What follows belongs to an exercise in optimizing a design on an open flow for small area, a short achievable clock period and few clock cycles per item; a production flow would make more cautious choices. Only simulation tests tie the RTL to the original design; equivalence was not proved. Power is estimated from default activity; no workload was simulated.

==> flow/design.v <==
module grids_core (
    input  wire        clk,
    input  wire        rst,         
    input  wire        cmd_valid,
    output wire        cmd_ready,
    input  wire [31:0] cmd,
    output reg  [31:0] resp,
    output wire [7:0]  pattern,
    output wire        fault,
    output wire [7:0]  cause,
    output wire [31:0] fault_cmd
);
    reg [7:0] drum_map [0:2399];
    initial begin
        $readmemh("drum_map.hex", drum_map);
    end
    function [15:0] u8mix;
        input [7:0] a;
        input [7:0] b;
        input [5:0] w6;
        begin
            u8mix = {8'd0, a} + {7'd0, a, 1'b0} +
                    {6'd0, w6[0] ? b : a, 2'd0} + {5'd0, w6[1] ? b : a, 3'd0} +
                    {4'd0, w6[2] ? b : a, 4'd0} + {3'd0, w6[3] ? b : a, 5'd0} +
                    {2'd0, w6[4] ? b : a, 6'd0} + {1'd0, w6[5] ? b : a, 7'd0};
        end
    endfunction
    function [7:0] inc8;
        input [7:0] x;
        begin
            inc8 = x ^ {&x[6:0], &x[5:0], &x[4:0], &x[3:0], &x[2:0], &x[1:0], x[0], 1'b1};
        end
    endfunction
    function [5:0] csub;
        input [5:0] x;
        input [5:0] L;
        reg   [6:0] t;
        begin
            t = {1'b0, x} - {1'b0, L};
            csub = t[6] ? x : t[5:0];
        end
    endfunction
    function [9:0] estep_bit;
        input [4:0] k;
        input [4:0] r;
        input       b;
        input       dbl;
        input [5:0] L;
        input [4:0] d;
        input       big;
        reg [5:0] kk, rr, rs;
        begin
            kk = csub(dbl ? {k, b} : {1'b0, k} + 6'd1, L);
            rr = dbl ? csub({r, 1'b0}, L) : {1'b0, r};
            rs = csub(rr + ((b && !big) ? {1'b0, d} : 6'd0), L);
            estep_bit = {kk[4:0], rs[4:0]};
        end
    endfunction
    reg [15:0] rnd;
    reg [31:0] phase;
    reg [8:0]  bpm;             
    reg [1:0]  res;             
    reg [6:0]  falling;         
    reg        locked;
    reg [7:0]  opt0, opt1, opt2;
    reg [7:0]  den0, den1, den2;
    reg [7:3]  opth;            
    reg [1:0]  ores;            
    reg [7:0]  st;              
    reg [4:0]  step;
    reg [1:0]  pulse;
    reg [7:0]  es0, es1, es2;   
    reg [5:0]  pert;            
    reg        flt;
    reg [3:0]  cse;             
    reg [31:0] fcmd;            
    assign pattern = st;
    assign fault     = flt;
    assign cause     = {4'd0, cse & {4{flt}}};
    assign fault_cmd = fcmd & {32{flt}};
    wire [10:0] bpm3 = {2'b00, bpm} + {1'b0, bpm, 1'b0};
    wire [31:0] inc = (res == 2'd0) ? {9'd0, bpm, 14'd0} :
                      (res == 2'd1) ? {8'd0, bpm, 15'd0} :
                                      {6'd0, bpm3, 15'd0};
    wire [7:0]  opc = cmd[31:24];
    wire [7:0]  fb  = cmd[23:16];
    wire [15:0] fh  = cmd[15:0];
    wire zB  = (fb == 8'd0);
    wire zH  = (fh == 16'd0);
    wire zHh = (fh[15:8] == 8'd0);
    wire zN  = zB && zH;
    wire reg_ok = (fb == 8'h10) || (fb[7:3] == 5'b00100 && fb[2:0] <= 3'd4) ||
                  (fb[7:4] == 4'h3);
    wire bpm_ok = (fh >= 16'd30) && (fh <= 16'd480);
    wire l_read  = (opc == 8'h01) && zH && reg_ok;
    wire l_rupd  = (opc == 8'h10) && zN;
    wire l_rseed = (opc == 8'h11) && zB && !zH;
    wire l_rst   = (opc == 8'h12) && zN;
    wire l_rbyte = (opc == 8'h13) && zN;
    wire l_cinit = (opc == 8'h20) && zN;
    wire l_cupd  = (opc == 8'h21) && (fb <= 8'd2) && bpm_ok;
    wire l_ctick = (opc == 8'h22) && zN;
    wire l_cwrap = (opc == 8'h23) && zH && (fb != 8'h80);
    wire l_creset = (opc == 8'h24) && zN;
    wire l_clock = (opc == 8'h25) && zN;
    wire l_cunl  = (opc == 8'h26) && zN;
    wire l_crise = (opc == 8'h27) && zN;
    wire l_cfall = (opc == 8'h28) && zN;
    wire l_clkd  = (opc == 8'h29) && zN;
    wire l_pinit = (opc == 8'h30) && zN;
    wire l_preset = (opc == 8'h31) && zN;
    wire l_ptick = (opc == 8'h32) && zH;
    wire l_pset  = (opc == 8'h33) && zHh && (fb <= 8'd6);
    wire l_pstate = (opc == 8'h34) && zN;
    wire l_pstep = (opc == 8'h35) && zN;
    wire l_any = l_read | l_rupd | l_rseed | l_rst | l_rbyte | l_cinit | l_cupd |
                 l_ctick | l_cwrap | l_creset | l_clock | l_cunl | l_crise |
                 l_cfall | l_clkd | l_pinit | l_preset | l_ptick | l_pset |
                 l_pstate | l_pstep;
    reg [3:0] dc;
    always @(*) begin
        case (opc)
            8'h01:   dc = !zH ? 4'd2 : 4'd3;
            8'h10, 8'h12, 8'h13,
            8'h20, 8'h22, 8'h24, 8'h25, 8'h26, 8'h27, 8'h28, 8'h29,
            8'h30, 8'h31, 8'h34, 8'h35: dc = 4'd2;
            8'h11:   dc = !zB ? 4'd2 : 4'd4;
            8'h21:   dc = (fb > 8'd2) ? 4'd5 : 4'd6;
            8'h23:   dc = !zH ? 4'd2 : 4'd7;
            8'h32:   dc = 4'd2;
            8'h33:   dc = !zHh ? 4'd2 : 4'd8;
            default: dc = 4'd1;
        endcase
    end
    reg        busy;            
    reg        tdone;           
    reg [7:0]  pn;              
    assign cmd_ready = ~busy;
    wire live  = cmd_valid & ~busy & ~flt;
    wire raise = live & ~l_any;
    reg [31:0] reg_val;
    always @(*) begin
        case (fb)
            8'h10: reg_val = {16'd0, rnd};
            8'h20: reg_val = phase;
            8'h21: reg_val = inc;
            8'h22: reg_val = {23'd0, bpm};
            8'h23: reg_val = {25'd0, falling};
            8'h24: reg_val = {31'd0, locked};
            8'h30: reg_val = {24'd0, opt0};
            8'h31: reg_val = {24'd0, opt1};
            8'h32: reg_val = {24'd0, opt2};
            8'h33: reg_val = {24'd0, den0};
            8'h34: reg_val = {24'd0, den1};
            8'h35: reg_val = {24'd0, den2};
            8'h36: reg_val = {24'd0, opth, 1'b0, ores};
            8'h37: reg_val = {24'd0, st};
            8'h38: reg_val = {27'd0, step};
            8'h39: reg_val = {30'd0, pulse};
            8'h3A: reg_val = {24'd0, es0};
            8'h3B: reg_val = {24'd0, es1};
            8'h3C: reg_val = {24'd0, es2};
            default: reg_val = {26'd0, pert};    
        endcase
    end
    wire [15:0] rnd_next = rnd[0] ? ((rnd >> 1) ^ 16'hB400) : (rnd >> 1);
    wire [7:0] swing_top = {~fb[7], fb[6:0]};
    wire [8:0] wrap_dif  = {1'b0, phase[31:24]} - {1'b0, swing_top};
    wire       wrap_ge   = !wrap_dif[8];
    reg [3:0]  dcnt;
    reg        drun, dvalid, ddirty;
    reg [4:0]  lstep;
    reg [7:0]  rq, ma, m1, m2;
    reg [7:0]  lv0, lv1, lv2;
    wire [4:0] tgt_step = (pulse == 2'd0) ? step : step + 5'd1;
    wire       drestart = ddirty || (lstep != tgt_step);
    wire [2:0]  di = {1'b0, opt0[7:6]} + {2'b0, dcnt[0]};
    wire [2:0]  dj = {1'b0, opt1[7:6]} + {2'b0, dcnt[1]};
    wire [4:0]  dmap = di * 3'd5 + dj;
    wire [1:0]  dpart = {dcnt[3], dcnt[2] & ~dcnt[3]};
    wire [11:0] daddr = dmap * 7'd96 + {dpart, lstep};
    wire [7:0]  drom = drum_map[daddr];
    reg        ymix;            
    wire [7:0] mx_a = !drun ? 8'd0 : ymix ? m1 : ma;
    wire [7:0] mx_b = !drun ? rnd_next[15:8] : ymix ? m2 : rq;
    wire [5:0] mx_w = !drun ? opt2[7:2] : ymix ? opt1[5:0] : opt0[5:0];
    wire [15:0] mxt = u8mix(mx_a, mx_b, mx_w);
    wire [7:0] mx   = mxt[15:8];
    reg  [5:0] drawr;
    reg        drawv;
    reg [2:0]  ebit;
    reg [1:0]  epart;
    reg        eact;            
    reg        ehr;             
    reg [2:0]  ev, ep;
    reg [4:0]  k0, k1, k2, r0, r1, r2;
    wire       evalid = &ev;
    wire [5:0] L0 = {1'b0, opt0[7:3]} + 6'd1;
    wire [5:0] L1 = {1'b0, opt1[7:3]} + 6'd1;
    wire [5:0] L2 = {1'b0, opt2[7:3]} + 6'd1;
    wire [4:0] d0 = den0[7:3], d1 = den1[7:3], d2 = den2[7:3];
    wire       big0 = {1'b0, d0} >= L0;
    wire       big1 = {1'b0, d1} >= L1;
    wire       big2 = {1'b0, d2} >= L2;
    wire [1:0] ipart = ep[0] ? 2'd0 : ep[1] ? 2'd1 : 2'd2;    
    wire       e_inc = !eact && (ep != 3'b000);
    wire [1:0] esel = eact ? epart : ipart;
    wire [2:0] ebi  = 3'd7 - ebit;
    wire [7:0] e_es = (esel == 2'd0) ? es0 : (esel == 2'd1) ? es1 : es2;
    wire       e_b  = e_inc || e_es[ebi];
    wire [5:0] e_L  = (esel == 2'd0) ? L0 : (esel == 2'd1) ? L1 : L2;
    wire [4:0] e_d  = (esel == 2'd0) ? d0 : (esel == 2'd1) ? d1 : d2;
    wire       e_bg = (esel == 2'd0) ? big0 : (esel == 2'd1) ? big1 : big2;
    wire       e_z  = eact && (ebit == 3'd0);
    wire [4:0] e_k  = e_z ? 5'd0 : (esel == 2'd0) ? k0 : (esel == 2'd1) ? k1 : k2;
    wire [4:0] e_r  = e_z ? 5'd0 : (esel == 2'd0) ? r0 : (esel == 2'd1) ? r1 : r2;
    wire [9:0] en   = estep_bit(e_k, e_r, e_b, !e_inc, e_L, e_d, e_bg);
    wire drums   = opth[6];
    wire oclk    = opth[5];
    wire evaln   = (pulse == 2'd0) && (drums || !step[0]);
    wire step0   = (step == 5'd0);
    wire dready  = dvalid && (lstep == step) && (!step0 || drawv);
    wire erdy    = drums ? dready : evalid;
    wire eval_ok = !evaln || erdy;
    wire ok_tick   = live && l_ptick;
    wire fast_n    = (fb[7:2] == 6'd0);
    wire tick_now  = ok_tick && fast_n && eval_ok;
    wire tick_hold = ok_tick && !(fast_n && eval_ok);
    wire tick_first = tick_now || (busy && !tdone && eval_ok);    
    wire tick_go   = tick_now || (busy && (tdone || eval_ok));    
    wire pn_big    = (pn[7:2] != 6'd0);
    wire [1:0] chunk = busy ? (pn_big ? 2'd3 : pn[1:0]) : fb[1:0];
    reg        adv;
    reg  [1:0] npulse;
    always @(*) begin
        case ({pulse, chunk})
            4'b00_00: {adv, npulse} = 3'b0_00;
            4'b00_01: {adv, npulse} = 3'b0_01;
            4'b00_10: {adv, npulse} = 3'b0_10;
            4'b00_11: {adv, npulse} = 3'b1_00;
            4'b01_00: {adv, npulse} = 3'b0_01;
            4'b01_01: {adv, npulse} = 3'b0_10;
            4'b01_10: {adv, npulse} = 3'b1_00;
            4'b01_11: {adv, npulse} = 3'b1_01;
            4'b10_00: {adv, npulse} = 3'b0_10;
            4'b10_01: {adv, npulse} = 3'b1_00;
            4'b10_10: {adv, npulse} = 3'b1_01;
            4'b10_11: {adv, npulse} = 3'b1_10;
            default:  {adv, npulse} = 3'b0_00;    
        endcase
    end
    wire [1:0] cb = busy ? (pn_big ? 2'd3 : pn[1:0]) : 2'd0;
    wire       adv_b = (pulse[1] & (cb[1] | cb[0])) | (pulse[0] & cb[1]) | (cb[1] & cb[0]);
    wire       adv_f = (pulse[1] & (fb[1] | fb[0])) | (pulse[0] & fb[1]) | (fb[1] & fb[0]);
    wire       einc = !step[0] && (busy ? adv_b : adv_f);
    wire [5:0]  pe     = step0 ? drawr : pert;
    wire [8:0]  s0 = {1'b0, lv0} + {3'd0, pe};
    wire [8:0]  s1 = {1'b0, lv1} + {3'd0, pe};
    wire [8:0]  s2 = {1'b0, lv2} + {3'd0, pe};
    wire [7:0]  l0 = s0[8] ? 8'd255 : s0[7:0];
    wire [7:0]  l1 = s1[8] ? 8'd255 : s1[7:0];
    wire [7:0]  l2 = s2[8] ? 8'd255 : s2[7:0];
    wire [8:0]  c0 = {1'b0, l0} + {1'b0, den0};
    wire [8:0]  c1 = {1'b0, l1} + {1'b0, den1};
    wire [8:0]  c2 = {1'b0, l2} + {1'b0, den2};
    wire [2:0]  dtrig = {c2[8], c1[8], c0[8]};
    wire [2:0]  dacc  = dtrig & {l2 > 8'd192, l1 > 8'd192, l0 > 8'd192};
    wire [5:0]  dst   = oclk ? {step0, 1'b0, |dacc, dtrig} : {dacc, dtrig};
    wire [2:0]  etrig = {big2 || (r2 < d2), big1 || (r1 < d1), big0 || (r0 < d0)};
    wire [2:0]  erst  = {k2 == 5'd0, k1 == 5'd0, k0 == 5'd0};
    wire [5:0]  est   = oclk ? {&erst, 2'b00, etrig} : {erst, etrig};
    wire do_drum = tick_first && evaln && drums;
    wire do_euc  = tick_first && evaln && !drums;
    wire [7:0] es0i = inc8(es0), es1i = inc8(es1), es2i = inc8(es2);
    wire [7:0] k0i = inc8({3'd0, k0}), k1i = inc8({3'd0, k1}), k2i = inc8({3'd0, k2});
    wire       wb = evaln && !drums && !(busy && tdone);
    wire [7:0] es0n = wb ? (einc ? k0i : {3'd0, k0}) : (einc ? es0i : es0);
    wire [7:0] es1n = wb ? (einc ? k1i : {3'd0, k1}) : (einc ? es1i : es1);
    wire [7:0] es2n = wb ? (einc ? k2i : {3'd0, k2}) : (einc ? es2i : es2);
    wire [7:0] step_i8 = inc8({3'd0, step});
    wire [4:0] step_i = step_i8[4:0];
    wire ok_pset  = live && l_pset;
    wire ok_pinit = live && l_pinit;
    wire d_void = ok_pinit || (ok_pset && (fb == 8'd0 || fb == 8'd1));
    wire e_void = ok_pinit || (live && l_preset);
    wire e_step = tick_go && einc;     
    wire [2:0] e_vset = {ok_pset && (fb == 8'd2 || fb == 8'd5),
                         ok_pset && (fb == 8'd1 || fb == 8'd4),
                         ok_pset && (fb == 8'd0 || fb == 8'd3)};
    wire [2:0] e_vmask = e_void ? 3'b111 : e_vset;
    wire       e_hit = eact && (e_vmask[epart] || e_step);
    always @(posedge clk) begin
        if (rst) flt <= 1'b0;
        else if (raise) flt <= 1'b1;
    end
    always @(posedge clk) begin
        if (live) begin
            cse  <= dc;
            fcmd <= cmd;
        end
    end
    reg [31:0] resp_d;
    always @(*) begin
        case (opc[3:0])
            4'h1:    resp_d = reg_val;                                
            4'h2:    resp_d = {16'd0, rnd};                           
            4'h3:    resp_d = {24'd0, rnd[15:8]};                     
            4'h7:    resp_d = {31'd0, phase < inc};                   
            4'h8:    resp_d = {31'd0, phase[31:24] >= {1'b0, falling}};   
            4'h9:    resp_d = {31'd0, locked};                        
            4'h4:    resp_d = {24'd0, st};                            
            default: resp_d = {27'd0, step};                          
        endcase
    end
    wire resp_en = live && (l_read | l_rst | l_rbyte | l_crise | l_cfall | l_clkd |
                            l_pstate | l_pstep);
    always @(posedge clk) begin
        if (rst) resp <= 32'd0;
        else if (resp_en) resp <= resp_d;
    end
    always @(posedge clk) begin
        if (rst) rnd <= 16'hACE1;
        else if (live && l_rseed) rnd <= fh;
        else if ((live && l_rupd) || tick_first) rnd <= rnd_next;
    end
    always @(posedge clk) begin
        if (rst || (live && (l_cinit || l_creset))) phase <= 32'd0;
        else if (live && l_ctick) phase <= phase + inc;
        else if (live && l_cwrap) begin
            if (zB) phase[31] <= 1'b0;
            else if (wrap_ge) phase[31:24] <= wrap_dif[7:0];
        end
    end
    always @(posedge clk) begin
        if (rst || (live && l_cinit)) begin
            bpm <= 9'd120;
            res <= 2'd2;
        end else if (live && l_cupd) begin
            bpm <= fh[8:0];
            res <= fb[1:0];
        end
    end
    always @(posedge clk) begin
        if (rst || (live && l_cinit)) falling <= 7'h40;
        else if (live && l_cwrap) falling <= zB ? 7'h40 : swing_top[7:1];
    end
    always @(posedge clk) begin
        if (rst || (live && (l_cinit || l_cunl))) locked <= 1'b0;
        else if (live && l_clock) locked <= 1'b1;
    end
    always @(posedge clk) begin
        if (rst || ok_pinit) begin
            opt0 <= 8'h40; opt1 <= 8'h80; opt2 <= 8'h20;
            den0 <= 8'hA0; den1 <= 8'h80; den2 <= 8'h60;
            opth <= 5'b01001; ores <= 2'd2;
        end else if (ok_pset) begin
            case (fb[2:0])
                3'd0: opt0 <= fh[7:0];
                3'd1: opt1 <= fh[7:0];
                3'd2: opt2 <= fh[7:0];
                3'd3: den0 <= fh[7:0];
                3'd4: den1 <= fh[7:0];
                3'd5: den2 <= fh[7:0];
                default: begin
                    opth <= fh[7:3];
                    ores <= (fh[2:0] > 3'd2) ? 2'd2 : fh[1:0];
                end
            endcase
        end
    end
    always @(posedge clk) begin
        if (rst || ok_pinit) begin
            st   <= 8'd0;
            pert <= 6'd0;
        end else if (tick_first) begin
            st[6]  <= ~st[6];
            st[7]  <= rnd_next[15];
            if (do_drum) begin
                if (step0) pert <= drawr;
                st[5:0] <= dst;
            end else if (do_euc) begin
                st[5:0] <= est;
            end
        end
    end
    always @(posedge clk) begin
        if (rst || ok_pinit || (live && l_preset)) begin
            step  <= 5'd0;
            pulse <= 2'd0;
            es0 <= 8'd0; es1 <= 8'd0; es2 <= 8'd0;
        end else if (tick_go) begin
            es0   <= es0n;
            es1   <= es1n;
            es2   <= es2n;
            if (adv) step <= step_i;
            pulse <= npulse;
        end
    end
    always @(posedge clk) begin
        if (!drun) drawr <= mxt[15:10];
    end
    always @(posedge clk) begin
        if (rst) drawv <= 1'b0;
        else drawv <= !drun && !(live && (l_rupd || l_rseed || ok_pinit ||
                                          (ok_pset && fb == 8'd2))) && !tick_first;
    end
    always @(posedge clk) begin
        if (rst) begin
            busy <= 1'b0;
        end else if (tick_hold) begin
            busy  <= 1'b1;
            tdone <= 1'b0;
            pn    <= fb;
        end else if (busy && tick_go) begin
            tdone <= 1'b1;
            pn    <= pn - {6'd0, chunk};
            if (!pn_big) busy <= 1'b0;
        end
    end
    always @(posedge clk) begin
        if (rst) begin
            dvalid <= 1'b0;
            ddirty <= 1'b1;
            drun   <= 1'b0;
        end else begin
            ymix <= drun && !drestart && (dcnt[1:0] == 2'd0) && (dcnt[3:2] != 2'd0);
            if (drestart) begin
                drun  <= 1'b1;
                dcnt  <= 4'd0;
                lstep <= tgt_step;
            end else if (drun) begin
                dcnt <= dcnt + 4'd1;
                rq   <= drom;
                if (dcnt[0]) ma <= rq;
                if (dcnt[1:0] == 2'd2) m1 <= mx;
                if (dcnt[1:0] == 2'd0 && dcnt[3:2] != 2'd0) m2 <= mx;
                if (ymix) begin
                    case (dcnt[3:2])
                        2'd1: lv0 <= mx;
                        2'd2: lv1 <= mx;
                        default: lv2 <= mx;
                    endcase
                end
                if (dcnt == 4'd13) drun <= 1'b0;
            end
            if (d_void) begin
                dvalid <= 1'b0;
                ddirty <= 1'b1;
            end else if (drestart) begin
                dvalid <= 1'b0;
                ddirty <= 1'b0;
            end else if (drun && dcnt == 4'd13) begin
                dvalid <= 1'b1;
            end
        end
    end
    wire       e_done = eact && !e_hit && !ehr && (ebit == 3'd7);
    wire [2:0] e_fin  = e_done ? (3'b001 << epart) : 3'b000;       
    wire [2:0] e_app  = e_inc ? (3'b001 << ipart) : 3'b000;        
    wire [2:0] e_now  = ev | e_fin | e_app;           
    wire [2:0] e_one  = ep & ~e_app;                  
    always @(posedge clk) begin
        if (rst) begin
            ev   <= 3'b000;
            ep   <= 3'b000;
            eact <= 1'b0;
            ehr  <= 1'b0;
        end else begin
            ehr <= e_hit;
            if (eact || e_inc) begin
                case (esel)
                    2'd0: {k0, r0} <= en;
                    2'd1: {k1, r1} <= en;
                    default: {k2, r2} <= en;
                endcase
            end
            if (eact) begin
                ebit <= ehr ? 3'd0 : ebit + 3'd1;
                if (!ehr && ebit == 3'd7) eact <= 1'b0;
            end else if (ep == 3'b000 && (ev | ep) != 3'b111) begin
                eact  <= 1'b1;
                ebit  <= 3'd0;
                epart <= !ev[0] ? 2'd0 : !ev[1] ? 2'd1 : 2'd2;
            end
            ev <= (e_step ? 3'b000 : e_now) & ~e_vmask;
            ep <= (e_step ? e_now : e_one) & ~e_vmask;
        end
    end
endmodule
==> flow/drum_map.hex <==
f4
2e
60
43
9e
3f
5e
20
f2
3c
90
5b
8c
42
5f
5a
f1
2d
62
35
a1
5a
6d
48
ea
4e
58
43
9f
1f
70
55
89
4b
46
17
99
27
5d
5d
dd
4b
b5
2f
6c
2b
8c
68
86
27
a9
36
6d
8c
82
44
d3
70
41
4a
7a
71
ab
7c
d5
69
5f
6d
a5
ab
ab
5e
ea
79
83
6b
6f
13
25
76
50
43
23
c1
e0
21
20
b3
bc
96
52
70
c9
43
a1
bb
e1
28
62
3f
bc
52
6b
43
f7
46
91
31
b9
36
5f
46
dc
38
54
57
bd
4a
76
28
cf
3e
54
36
91
5a
7d
29
f5
26
4c
55
78
39
3b
14
a1
3b
88
1e
a1
46
b2
7d
e1
2d
51
5a
5a
84
3c
2d
89
75
8e
4d
8a
84
8d
5a
a8
2a
6e
bf
db
67
86
85
be
49
c0
43
bd
44
3d
1f
b2
54
c9
54
87
b5
57
be
c6
34
89
2e
9a
48
86
c9
ff
5a
6c
31
c4
46
85
3c
e9
38
92
39
a4
33
7e
3b
e3
4a
71
56
9e
5b
60
35
ed
44
55
22
bc
3e
5c
3d
ee
2e
6c
1a
95
8b
81
51
ec
37
68
8c
bf
6f
62
7f
9d
7e
59
53
bb
3a
84
4c
de
64
6f
5d
79
64
61
14
cf
88
b9
86
92
7f
af
80
df
84
63
43
cb
86
d7
35
6b
6e
92
90
c0
22
56
23
80
0c
2f
28
dc
bb
c8
6a
ce
1f
8f
43
96
56
5f
55
cb
2c
66
5c
b0
34
6f
43
c7
3d
8a
5c
a5
48
5d
38
c6
3c
6b
31
c2
44
80
5b
f7
16
4b
3a
b4
91
92
2a
c3
72
79
4c
8a
1c
82
84
c1
4d
65
76
d5
23
3d
34
d4
71
87
4e
8b
86
89
3e
91
51
b1
41
2d
1e
3b
6e
93
b8
62
28
3e
c7
4a
19
3f
21
72
75
6e
94
b1
7f
ae
6a
3b
1d
75
0a
7a
7e
d2
50
5d
1e
96
3d
6b
56
df
3b
5e
44
bf
33
63
28
ca
2c
71
52
b3
49
5f
3c
db
3e
69
4b
c6
27
5b
4d
95
14
8c
8a
99
3f
54
31
aa
21
60
32
c6
40
74
1e
cf
50
9a
16
6a
31
4d
79
ef
50
7a
73
84
5c
6a
6d
b4
93
90
6d
d4
b4
80
6d
a2
75
32
70
3c
34
aa
a7
f6
79
a1
80
b8
79
80
71
96
1c
21
8b
8a
62
34
61
cd
48
68
2d
a4
33
5b
4c
e7
41
8d
5b
b2
2a
8c
34
ee
30
78
23
ac
5a
58
4a
f0
25
60
5c
aa
21
5d
5c
cb
5a
53
5e
88
8a
a9
7b
a5
78
40
93
b7
4f
9d
63
cb
38
9c
87
c0
5a
96
2e
b4
34
6c
21
a8
5c
67
33
7e
1c
8a
c8
ab
ae
96
9a
4f
c7
cb
1c
6c
3c
50
7f
54
46
95
6f
84
7f
56
16
fe
31
d9
70
c2
32
8b
32
c0
20
83
5a
a4
34
61
3f
e5
56
85
4c
ac
52
5d
30
f6
23
71
39
b1
34
7a
2c
c5
4b
63
4d
8f
2b
7b
54
9e
1c
45
89
c5
65
76
1d
b6
2a
3e
43
a2
3d
61
65
bb
3c
8d
1e
99
91
7d
69
a7
52
82
2b
bc
79
66
25
b4
bb
d6
50
da
ba
52
53
62
7c
22
66
75
0d
8f
7d
9f
94
84
c1
39
95
cc
4c
6d
37
57
49
c2
28
95
10
ec
32
7e
4f
b6
39
6f
39
db
55
58
40
8e
25
87
28
e3
20
6f
3e
a4
51
77
2d
dd
4a
84
48
98
40
64
3e
92
8f
85
60
94
44
9f
29
e4
6c
7d
14
c9
7f
a4
39
a0
8e
93
2f
bb
4b
66
3c
cb
5d
60
65
82
27
49
57
9e
7c
29
43
46
c7
49
77
e0
a3
ad
4e
ba
55
7f
c1
60
34
a3
72
3c
a8
37
72
68
7c
53
95
31
32
29
16
d6
58
6d
35
be
3c
76
45
ca
58
57
21
bb
1e
7d
25
f8
40
83
5b
a7
2b
81
57
f9
3c
54
37
a6
5a
8c
24
aa
67
37
35
b9
1b
88
34
b1
72
a1
5d
71
87
4a
74
81
63
51
8d
69
7a
b5
3d
a5
8b
a8
24
bf
5b
76
5d
41
6e
3a
61
d5
c2
52
64
4f
0a
62
52
e4
42
b4
a7
5a
31
68
c1
33
a6
ac
a6
f6
8c
41
52
35
3e
9c
66
fd
2d
61
37
9d
37
6a
2c
f5
39
55
59
94
37
70
31
f5
5d
7e
3c
9c
3c
8a
32
dd
3a
66
45
9c
32
65
4f
ea
58
80
5f
79
5f
94
52
a2
70
4e
70
5f
4b
b6
28
e0
6f
6c
8d
67
14
4e
7f
b9
8e
80
3b
b8
87
4f
4b
62
1f
7e
64
ad
9a
43
37
f6
7f
37
2f
96
82
47
4f
93
19
cb
ae
84
7e
82
44
9c
b8
59
bd
73
3a
44
5b
e5
4b
6c
3f
b4
24
7b
39
de
52
63
53
bc
2a
53
56
de
52
74
48
a5
3e
83
4b
c9
20
8c
5b
9b
43
5f
4b
d8
16
83
30
96
83
a9
18
ba
19
a9
21
d6
3f
4d
6a
c1
65
87
81
79
8c
95
15
8a
1a
8b
7f
b0
21
39
36
48
9e
6b
0d
34
3b
b1
0d
9a
0f
62
64
39
42
8b
95
53
3c
80
b4
d5
1d
4e
2c
e0
8c
cf
15
93
13
77
14
cf
4a
61
37
a7
3d
5d
35
c7
3c
54
38
94
30
56
5d
f5
38
77
2c
a4
2c
60
2a
c0
46
57
23
c6
46
6f
21
f6
54
64
7c
d6
7b
a9
18
fe
22
55
45
99
55
74
4e
aa
7b
46
40
63
56
6d
15
9c
65
6e
44
6a
1d
98
30
ba
b8
39
9a
91
55
b3
c7
c2
88
59
af
31
31
98
18
5e
28
7d
92
cc
31
a8
7c
49
57
5b
58
38
79
4d
6f
fe
46
90
48
97
3d
80
2b
f1
53
7a
32
bf
43
6e
52
fa
29
57
50
bb
3e
91
59
c4
47
5a
47
be
36
84
5a
c8
47
48
18
7c
3b
79
67
f1
3f
77
2f
6e
83
8d
68
9c
62
4e
1c
69
66
3b
91
f5
21
4c
5c
ac
6d
4f
4e
fc
bb
1c
47
a8
16
20
41
b3
b9
52
0d
e5
3d
43
76
bc
28
38
c7
cf
a9
a4
91
5c
66
b1
83
8a
98
58
0a
f3
59
8d
5d
a6
5c
58
24
df
2f
67
2b
9e
1e
8b
3e
f1
40
68
20
8c
30
8a
23
d7
3d
67
32
a6
4d
53
42
d3
22
52
57
cc
37
7d
19
99
24
b2
34
98
3c
7d
4d
9e
51
41
69
d0
31
63
1e
96
83
49
1e
b9
86
44
23
54
34
4a
54
e1
2b
4c
1a
73
30
83
7e
7b
55
22
4d
b1
8e
a8
4f
84
b2
da
8a
60
47
89
55
6f
5f
71
83
f0
5b
68
20
b6
56
55
2b
d3
2b
6c
4e
94
3b
5f
2b
db
57
7a
43
b9
3b
7b
51
fa
42
8f
4c
a0
44
8b
22
9b
1b
a6
8e
89
64
99
42
f7
84
aa
27
5b
74
a7
8f
b2
7a
46
7c
5a
2a
49
51
86
3f
8a
5b
d5
5d
59
45
4a
34
3a
7d
e1
82
4d
6f
c9
ba
62
3e
d8
64
cb
7c
45
25
83
6a
52
3a
5d
84
5a
4a
d7
4c
4d
7c
6e
78
f7
28
75
3b
a9
24
6a
49
cf
21
5c
43
c3
54
5d
22
fb
46
61
26
a4
58
57
2e
f0
30
66
42
8d
56
60
43
a3
64
69
90
79
35
b0
76
92
14
84
5c
7b
1f
71
43
dc
92
7e
28
cd
45
51
3c
c7
88
b2
6a
c4
65
73
47
e3
45
21
82
4e
49
ba
9f
fa
65
25
8b
e2
5b
95
5e
fc
bc
be
16
9e
b0
86
9d
50
bb
53
25
8a
1c
23
c7
cb
5a
86
57
a1
3f
89
48
d5
2b
89
36
8c
22
76
2f
d2
29
6e
31
b0
43
91
44
fb
21
7b
3b
8f
3c
83
31
f0
32
3e
32
60
1e
a8
49
eb
87
62
29
bd
32
3d
7d
a1
4d
8f
42
6b
76
5f
74
de
93
65
1c
cb
93
77
3d
a5
b8
35
21
4e
2e
aa
c7
4d
41
c2
65
40
26
d5
15
9c
62
cf
8f
4e
81
69
34
48
68
b2
60
ca
af
29
0d
ed
4a
6b
1f
c0
23
64
34
e6
23
84
51
92
1f
5c
5b
e2
59
74
4f
bd
35
59
5b
dd
2e
63
22
89
31
67
34
85
38
4a
47
80
93
63
4f
89
93
6b
5f
63
1f
70
51
85
5f
9d
1d
7a
32
56
8e
ce
14
48
47
ac
59
46
3b
55
5b
ae
97
87
20
b0
45
47
9a
2f
48
d8
74
a1
7c
ae
23
2e
15
88
5b
9d
27
4a
61
aa
b9
b6
a1
53
aa
df
52
77
3d
a8
49
6d
54
c6
22
60
3c
b6
47
82
2f
ed
31
83
2a
ae
29
62
40
d8
32
6e
22
9d
2f
7e
58
e7
2b
af
24
9e
88
46
1c
ee
6a
40
54
b2
5c
6f
53
8b
7b
4a
8e
bd
6b
9b
1c
9c
3f
7d
3f
ac
2d
47
55
ba
3a
40
21
a0
0d
a5
b8
ee
3e
22
b3
d0
73
90
31
74
4f
8e
a5
33
2d
38
93
5a
31
70
2e
b2
a1
78
7b
e4
4c
7d
5a
bb
2c
56
34
f5
44
6e
23
9b
52
59
37
f6
4a
6f
2c
a6
57
5e
3b
ed
47
6f
24
ac
2f
78
26
9a
3f
94
1c
7e
72
b5
44
9f
41
87
5c
6f
5d
9c
17
b8
56
3c
68
78
17
92
33
cb
47
ab
57
90
82
5d
1f
5a
a4
a1
bf
3e
a1
5e
be
c9
3c
d1
a3
8d
11
77
15
b7
73
a7
7c
73
a4
8f
16
7e
28
3b
bf
65
9d
6f
5e
fc
53
8e
21
9b
44
91
1e
f6
21
81
2f
a2
3a
54
3c
fe
3e
89
3e
c5
3a
7e
56
e0
47
77
52
99
2c
89
27
a1
28
9a
83
65
44
94
5b
9f
4b
64
4a
5c
14
5b
31
90
23
97
80
6f
29
9f
67
e0
61
73
64
9b
4c
6b
2c
bc
67
88
ae
87
4c
70
73
9d
22
32
97
76
bc
2c
43
bb
1c
af
1b
30
2e
ba
4f
bc
94
42
a8
34
83
ce
70
ec
40
7c
3c
ab
4c
8f
5b
ca
54
6b
4a
ae
3a
64
47
c7
28
63
4b
af
4d
76
5c
f1
4c
59
57
c5
1f
63
27
81
19
67
2e
95
72
47
74
f3
3d
79
72
bf
77
92
34
96
18
7d
29
66
16
a6
4d
df
40
7c
39
90
7f
56
92
63
91
2a
6d
60
7c
b2
b8
71
3d
bc
4e
31
22
46
19
87
5b
1b
bd
8e
3a
8d
9b
5a
43
ba
68
87
40
a9
10
f3
2e
59
55
8b
3f
84
36
f5
37
7e
1e
a0
4c
7c
24
d4
21
8f
3d
c4
48
77
56
e3
30
67
5b
93
43
77
2e
be
47
9e
71
d4
71
b1
25
9e
4b
6c
29
5b
78
a3
36
ce
67
95
38
a1
50
8b
77
cb
1a
67
2a
b5
90
83
64
d8
b1
7e
78
31
5e
39
28
4a
1c
62
43
e3
70
99
77
e2
bb
a2
a2
75
b5
9f
59
df
41
59
7c
41
84
97
1d
d5
36
77
55
9e
55
61
38
f7
24
8b
56
9b
29
8d
5b
e6
43
5f
3d
a8
27
73
4f
f7
4d
72
4a
a5
52
77
48
db
66
64
1f
65
33
38
81
a5
29
60
42
74
8d
74
4a
be
44
80
80
64
4d
b1
7a
a9
21
5a
8c
cd
71
54
35
a0
54
3a
8e
60
a0
5d
63
ee
0c
1d
37
b3
15
3d
ba
51
0a
39
46
4a
0d
c6
66
d1
1f
d4
a3
8a
7b
6f
b3
d3
32
69
27
87
4a
57
2b
d3
35
65
5b
c0
4c
89
38
bf
29
65
36
bc
23
5b
50
f1
3c
8e
4d
9c
45
56
3d
dc
2a
5b
8c
8c
2e
3e
1c
8c
8a
7a
92
ce
2a
67
84
e8
65
64
55
73
80
7e
6a
fc
8a
78
33
9c
18
ad
1b
81
88
53
6e
91
70
32
c7
e4
5c
23
a6
c6
7f
87
40
58
19
97
2a
73
71
d7
21
f5
29
23
9b
48
14
c6
72
==> flow/flow/run.sh <==
#!/bin/bash
set -euo pipefail
export BUFFER_PORTS_ARGS="-buffer_cell sky130_fd_sc_hd__buf_4"
export SETUP_SLACK_MARGIN=22.5
status=0
bash standard.sh finish > flow_make.log 2>&1 || status=$?
tail -n 40 flow_make.log
exit $status
==> flow/standard.sh <==
#!/bin/bash
# synth_recipe.tcl (not shown) runs the flow's synth.tcl, then flattens the netlist and writes it again
# the make line also repeats each setting of config.mk as NAME=value (left out here)
make -C /OpenROAD-flow-scripts/flow DESIGN_CONFIG=/design/flow/config.mk WORK_HOME=/design/flow/orfs CLKGATE_MAP_FILE= SYNTH_SCRIPT=/design/flow/synth_recipe.tcl "${@:-finish}"
==> flow/config.mk <==
export PLATFORM = sky130hd
export DESIGN_NAME = grids_core
export DESIGN_NICKNAME = grids_core
export VERILOG_FILES = /design/flow/design.v
export SDC_FILE = /design/flow/constraint.sdc
export NUM_CORES = 4
export LEC_CHECK = 0
export ABC_AREA = 1
export CAP_MARGIN = 35
export CORE_MARGIN = 2
export CORE_UTILIZATION = 25
export PLACE_DENSITY = 0.35
export SLEW_MARGIN = 35
export SYNTH_MEMORY_MAX_BITS = 65536
==> flow/constraint.sdc <==
create_clock -name core_clock -period 30.0 [get_ports {clk}]
set_input_delay 6.0000 -clock core_clock [delete_from_list [all_inputs] [get_ports {clk}]]
set_output_delay 6.0000 -clock core_clock [all_outputs]
set_load 0.01 [all_outputs]
==> results of run 1 <==
## cell usage in the layout, fill, tap and decap left out, types with 46 or more instances in the layout
master,n
o21ai_0,383
ha_1,242
nand2_1,2263
buf_4,379
xor2_1,49
nand4_1,115
fa_1,51
nand2_2,62
edfxtp_1,152
clkbuf_16,50
o211ai_1,60
nor2_1,488
a21oi_1,605
inv_1,550
nand3_1,1152
diode_2,112
dfxtp_1,198
o21ai_1,46
## layout make-up
class | instances | area [um^2]
Timing Repair Buffer | 446 | 3960
Clock inverter | 27 | 350
Timing Repair inverter | 1 | 5.00
Tap cell | 2310 | 2890
Antenna cell | 112 | 280
Inverter | 631 | 2510
Multi-Input combinational cell | 6009 | 31800
Fill cell | 19600 | 120000
Sequential cell | 351 | 8550
Clock buffer | 59 | 1280
## critical path, cell delays in order, from the launching register on
cell and delay, ps:
dfxtp_4 400, buf_12 120, buf_12 130, nand2_1 80, inv_2 70, buf_6 100
## power by group through the flow
stage | combinational, mW | clock, mW | sequential (mW)
after global routing | 2.47 | 0.625 | 0.650
after global placement | 2.23 | 0 | 0.659
final | 2.45 | 0.599 | 0.649
after CTS | 2.25 | 0.609 | 0.648
after detailed placement | 2.23 | 0 | 0.659
after floorplan | 1.16 | 0 | 0.644
## kinds of logic (layout without fill, tap and decap cells)
kind of cell	count (synthesis)	count (layout)	synth area share [%]
compound gates	1295	1295	16.4
xor+xnor	87	87	1.77
fa+ha+maj	299	299	9.62
buf+inv	1023	1164	9.50
flops	351	351	19.9
other cells	1	116	0.00872
simple gates	4318	4324	42.8
## timing repair
action | 4_1_cts | 5_1_grt
setup endpoints to repair | 266 | 203
pin swaps | 20 | 37
cloned | 3 | 8
setup buffers | 50 | 48
hold buffers | 0 | 0
endpoints found under the hold margin | 0 | 0
gates resized for setup | 86 | 145
## metrics by stage
step                setup slack, ps  utilization [%]
finish                        22420             30.1
detailed placement            20870             27.8
CTS                           22380             29.3
floorplan                     22290                -
global route                  22390             30.0
global placement              20790             27.7
## layer usage
layer  global-route usage, %  share of wire [%]  vias up
met5                    9.64               0.49        -
met4                    39.1                 10       75
met1                    58.5                 38    31900
met2                    64.6                 37     6314
li1                        -                  -    25100
met3                    30.3                 15     2088
## state kept, by name, summed over array words and instances (netlist names), 9 cells and up
| name | flops |
|---|---|
| fcmd | 32 |
| resp | 32 |
| phase | 18 |
| rnd | 16 |
| bpm | 9 |
## worst paths after layout
check,endpoint,startpoint,slack [ps]
hold reg to reg,ma[7],rq[7],460
hold / removal,ma[7],rq[7],460
setup / recovery,cause[3],flt,22420
setup reg to reg,rq[2],opt0[6],22480
==> flow_summary.toml, run 1 <==
[clocking]
cts_tree = "done"
clock-sinks = 351
numCtsBuffers = 46
clock-root-buffer = "clkbuf_16"
clkTransAtPathRegs_ps = 60
ctsHtreeMaxLevel = 2
clock_path_buffers = 3
clk_latency_ps = 670

[sta]
setup_viol = 0
finalSetupTns_ps = 0
rsz0062_at_grt = "true"
min_period_over_period_pct = 25.3
fin_skew_ps = 50.0
drv_slew = 0
fmax_mhz = 132
hold_violations = 0
finalCriticalPeriod_ps = 7580
worst_slew_pin_slew_ps = 1230
whs_ps = 463
relSlewSlack_pct = 17.7

[routing]
drt_first_pass_iters = 8
wl_mm = 459
ant_nets = 0
vias = 65500
drtIter0Drc = 10900
drc = 0
via_per_inst = 6.58
wire_per_inst_um = 46.1

[critical_path]
rr_worst_depth = 23
crit_type = "reg -> out"
cp.arrival_ps = 1580
critPathLaunchType = "flip-flop"
cp.required_ps = 24000
cp-end-kind = "output pin"
cp_max_fo = 7

[global_routing]
antenna_found_initial = 93
grt_pass1_wl_mm = 583
grt_usage_pct = 50.3
grt_overflow = 0
grt_max_degree = 104
grt_pass1_vias = 57200

[synthesis]
async_reset_ff_share_pct = 0
netlist_top_cells_count = "nand2_1, nand3_1, a21oi_1, inv_1, nor2_1"
synth.distinct_cells = 70
synth-seq-area-share_pct = 19.9
synth_top_area_share_pct = 20.5
synth_edf_count = 152
ys.flop_type = "dfxtp_1"
synth_cells = 7374
ys_warn_count = 1
ys_ff_latch = 351
synth_area_per_cell_um2 = 5.84
synth_area_leaders = "nand2_1, nand3_1, edfxtp_1"
yosysMostFrequentCell = "nand2_1"
syn_area_um2 = 43000
synth_top_area_cell = "nand2_1"

[floorplanning]
initial_core_util_pct = 25.1
core.rowCount = 152
dieHeight_um = 419
dieArea_um2 = 175000
chipWidth_um = 419
num_io_pins = 117
core_area_um2 = 171000

[pwr]
irDropWorstVdd_uv = 153
p_int_mw = 1.55
powerDensity_nw_per_um2 = 71.5
power_mw = 3.69
pwr-share-seq_pct = 17.6
power_leakage_nw = 24.1
p_switching_mw = 2.15
p_comb_share_pct = 66.2
switching_share_pct = 58.1
p_clk_share_pct = 16.2

[placed_design]
placed_cells = 9635
dp_hpwl_mm = 340
gp_congestion = 1.19
portBuffers = 112
placed_area_um2 = 47600

[final_layout]
area_growth_pct = 20.1
nets = 7820
fin_area_um2 = 51700
fin_cells = 9946
drive_gt1_share_pct = 11.7

[status]
status = "complete, no violations"

[job]
cap_violations = 0

[worst_hold_path]
hold_path_class = "reg -> reg"
hold_depth = 0
Testbench counts, summed over its fixed seeds: cycles 12,876, commands 12,000.
==> inputs of run 2 (changes only) <==
--- a/flow/design.v
+++ b/flow/design.v
@@ -74,2 +74,3 @@
     reg        flt;
+    reg        flt2;            
     reg [3:0]  cse;             
@@ -78,4 +79,4 @@
     assign fault     = flt;
-    assign cause     = {4'd0, cse & {4{flt}}};
-    assign fault_cmd = fcmd & {32{flt}};
+    assign cause     = {4'd0, cse & {4{flt2}}};
+    assign fault_cmd = fcmd & {32{flt2}};
     wire [10:0] bpm3 = {2'b00, bpm} + {1'b0, bpm, 1'b0};
@@ -292,4 +293,9 @@
     always @(posedge clk) begin
-        if (rst) flt <= 1'b0;
-        else if (raise) flt <= 1'b1;
+        if (rst) begin
+            flt  <= 1'b0;
+            flt2 <= 1'b0;
+        end else if (raise) begin
+            flt  <= 1'b1;
+            flt2 <= 1'b1;
+        end
     end
--- a/flow/flow/run.sh
+++ b/flow/flow/run.sh
@@ -3,3 +3,3 @@
 export BUFFER_PORTS_ARGS="-buffer_cell sky130_fd_sc_hd__buf_4"
-export SETUP_SLACK_MARGIN=22.5
+export SETUP_SLACK_MARGIN=22.7
 status=0
--- a/flow/config.mk
+++ b/flow/config.mk
@@ -11,2 +11,4 @@
 export CORE_UTILIZATION = 25
+export CTS_CLUSTER_DIAMETER = 60
+export CTS_CLUSTER_SIZE = 20
 export PLACE_DENSITY = 0.35
==> flow_summary.toml, run 2 <==
[sta]
worst_slew_pin_slew_ps = 1220
relSlewSlack_pct = 18.6
finalSetupTns_ps = 0
whs_ps = 464
drv_slew = 0
hold_violations = 0
min_period_over_period_pct = 25.4
fmax_mhz = 131
fin_skew_ps = 55.6
finalCriticalPeriod_ps = 7610
rsz0062_at_grt = "true"
setup_viol = 0

[job]
cap_violations = 0

[global_routing]
antenna_found_initial = 92
grt_max_degree = 98
grt_usage_pct = 48.5
grt_pass1_vias = 56000
grt_overflow = 0
grt_pass1_wl_mm = 564

[clocking]
numCtsBuffers = 31
holdBufCountCts = 0
clock-root-buffer = "clkbuf_16"
ctsHtreeMaxLevel = 1
clock-sinks = 351
clock_path_buffers = 3
clkTransAtPathRegs_ps = 90
clk_latency_ps = 670
cts_tree = "done"

[critical_path]
path_cells = "buf_4 -> clkinvlp_4 -> ha_2 -> ha_4 -> nand2_1 -> buf_4 -> inv_4 -> buf_12 -> buf_4 -> nand2_1 -> nand2_1 -> nor2_1 -> nor2_1 -> nand2_1 -> nand3_2 -> nand3_1 -> nand3_2 -> nand3_1 -> nand2_1"
cp_slowest_cell = "ha_2"
cp_max_fo = 76
cp_top_family = "simple AND/OR/NAND/NOR gates"
crit_buf_inv = 6
cp-end-kind = "flip-flop"
cp.required_ps = 30440
max_stage_delay_ps = 580
crit_type = "reg -> reg"
cp.arrival_ps = 8060
crit_top_cell = "nand2_1"
critPathLaunchType = "flip-flop"

[synthesis]
ys_warn_count = 1
netlist_top_cells_count = "nand2_1, nand3_1, a21oi_1, inv_1, nor2_1"
yosysMostFrequentCell = "nand2_1"
synth_area_leaders = "nand2_1, nand3_1, edfxtp_1"
ys.flop_type = "dfxtp_1"
ys_ff_latch = 351
synth_area_per_cell_um2 = 5.86
synth_edf_count = 152
synth.distinct_cells = 68
synth-seq-area-share_pct = 19.9
async_reset_ff_share_pct = 0
synth_cells = 7336
synth_top_area_share_pct = 21.0
syn_area_um2 = 43000
synth_top_area_cell = "nand2_1"

[final_layout]
reg_top3 = "fcmd (32), resp (32), phase (18)"
final_util_pct = 30.3
fin_area_um2 = 51900
final_cell_mix = "nand2_1, nand3_1, a21oi_1"
nets = 7827
area_growth_pct = 20.8
final_common_cell = "nand2_1"
drive_gt1_share_pct = 14.0
fin_cells = 9883

[floorplanning]
chipWidth_um = 419
core_area_um2 = 171000
core.rowCount = 152
num_io_pins = 117
initial_core_util_pct = 25.1
dieHeight_um = 419
dieArea_um2 = 175000

[placed_design]
placed_area_um2 = 47400
placed_cells = 9524
dp_hpwl_mm = 330
portBuffers = 112
gp_congestion = 1.22

[routing]
drt_first_pass_iters = 11
wire_per_inst_um = 45.2
via_per_inst = 6.63
drtIter0Drc = 13000
drc = 0
ant_nets = 0
vias = 65500
wl_mm = 447

[pwr]
irDropWorstVdd_uv = 198
power_leakage_nw = 24.2
powerDensity_nw_per_um2 = 70.7

[worst_hold_path]
hold_path_class = "reg -> reg"

[status]
status = "complete, no violations"
[run 2: changes by cell type after synthesis, moves of 16 or more]
cell,change
a21oi_1,+18
nand2_1,+54
clkbuf_1,-21
nand3_1,-76
nand4_1,-17
buf_2,+16
nor2_1,-38
[run 2: area by class of cell]
type | count | area (um^2)
flip-flops and latches | 351 | 8590
multi-input cells | 5977 | 32200
repair buffers | 498 | 4420
repair inverters | 2 | 17.5
diodes | 132 | 330
inverters | 632 | 2540
well taps | 2233 | 2790
fillers | 19500 | 119000
clock inverters | 24 | 260
clock buffers | 34 | 808
[run 2: through the flow]
stage               total power [mW]  setup slack (ps)
finish                          3.67             22390
global route                    3.69             22420
CTS                             3.44             22480
detailed placement              2.98             21080
global placement                2.98             21020
floorplan                       1.81             22310
[run 2: path summary, 6_finish.rpt]
kind | slack, ps | cells past startpoint | endpoint | startpoint
min | 460 | 0 | ma[2] | rq[2]
max | 22390 | 19 | rq[1] | dcnt[3]
min reg2reg | 460 | 0 | ma[2] | rq[2]
max reg2reg | 22390 | 19 | rq[1] | dcnt[3]
[run 2: kinds of logic after synthesis]
logic type	after synthesis	synth area share [%]
other cells	1	0.00873
xor+xnor	91	1.86
buf+inv	1022	9.68
compound gates	1301	16.4
mux	2	0.0466
fa+ha+maj	299	9.64
flops	351	19.9
simple gates	4269	42.4
[run 2: report_power, final]
group          internal (mW)  switching [mW]
Combinational          0.572            2.00
Clock                  0.209           0.241
Sequential             0.632          0.0176
[run 2: layer usage]
metal  global-route usage, %  up-vias  part of all wire [%]
met5                    18.0        -                  0.85
met3                    31.6     1809                    17
li1                        -    25000                     -
met2                    57.8     6649                    34
met4                    28.0       75                   7.7
met1                    61.3    32000                    40
[run 2: repair_timing]
item,in CTS,in global routing
endpoints found under the hold margin,0,0
gates cloned,10,8
resized for setup,148,269
pin swaps,42,93
setup endpoints to repair,290,258
buffers inserted,79,68
Testbench counts of run 2, summed over its fixed seeds: cycles 12,876, commands 12,000.

-- re-timing with driven ports --
The flow's constraints put no driver on any port. The routed layouts listed below were extracted and timed again, unchanged, in two steps. Step 1 sets driving cells, clkbuf_16 on the clock port and buf_2 on the other inputs (assumed; they add their load-dependent delay and slew). Step 2 also shifts input and output timing later by t, the mid clock arrival at the registers, as if the neighbouring blocks saw the same clock. Slacks: ideal ports / drivers / drivers and shift; pairs: ideal ports / drivers.
run	shift t [ns]	setup WS [ns]	hold slack, ns	worst register clock-pin slew, ns	pins driven straight from the clock port
run 1	0.744	22.420 / 22.321 / 21.757	0.463 / 0.463 / 0.463	0.07 / 0.07	1
run 2	0.697	22.385 / 22.385 / 21.951	0.464 / 0.464 / 0.464	0.09 / 0.09	1
After both steps every run listed still meets setup and hold. The setup slack of run 1, which loses most, moves by -0.099 ns with the drivers and by -0.663 ns with both steps.
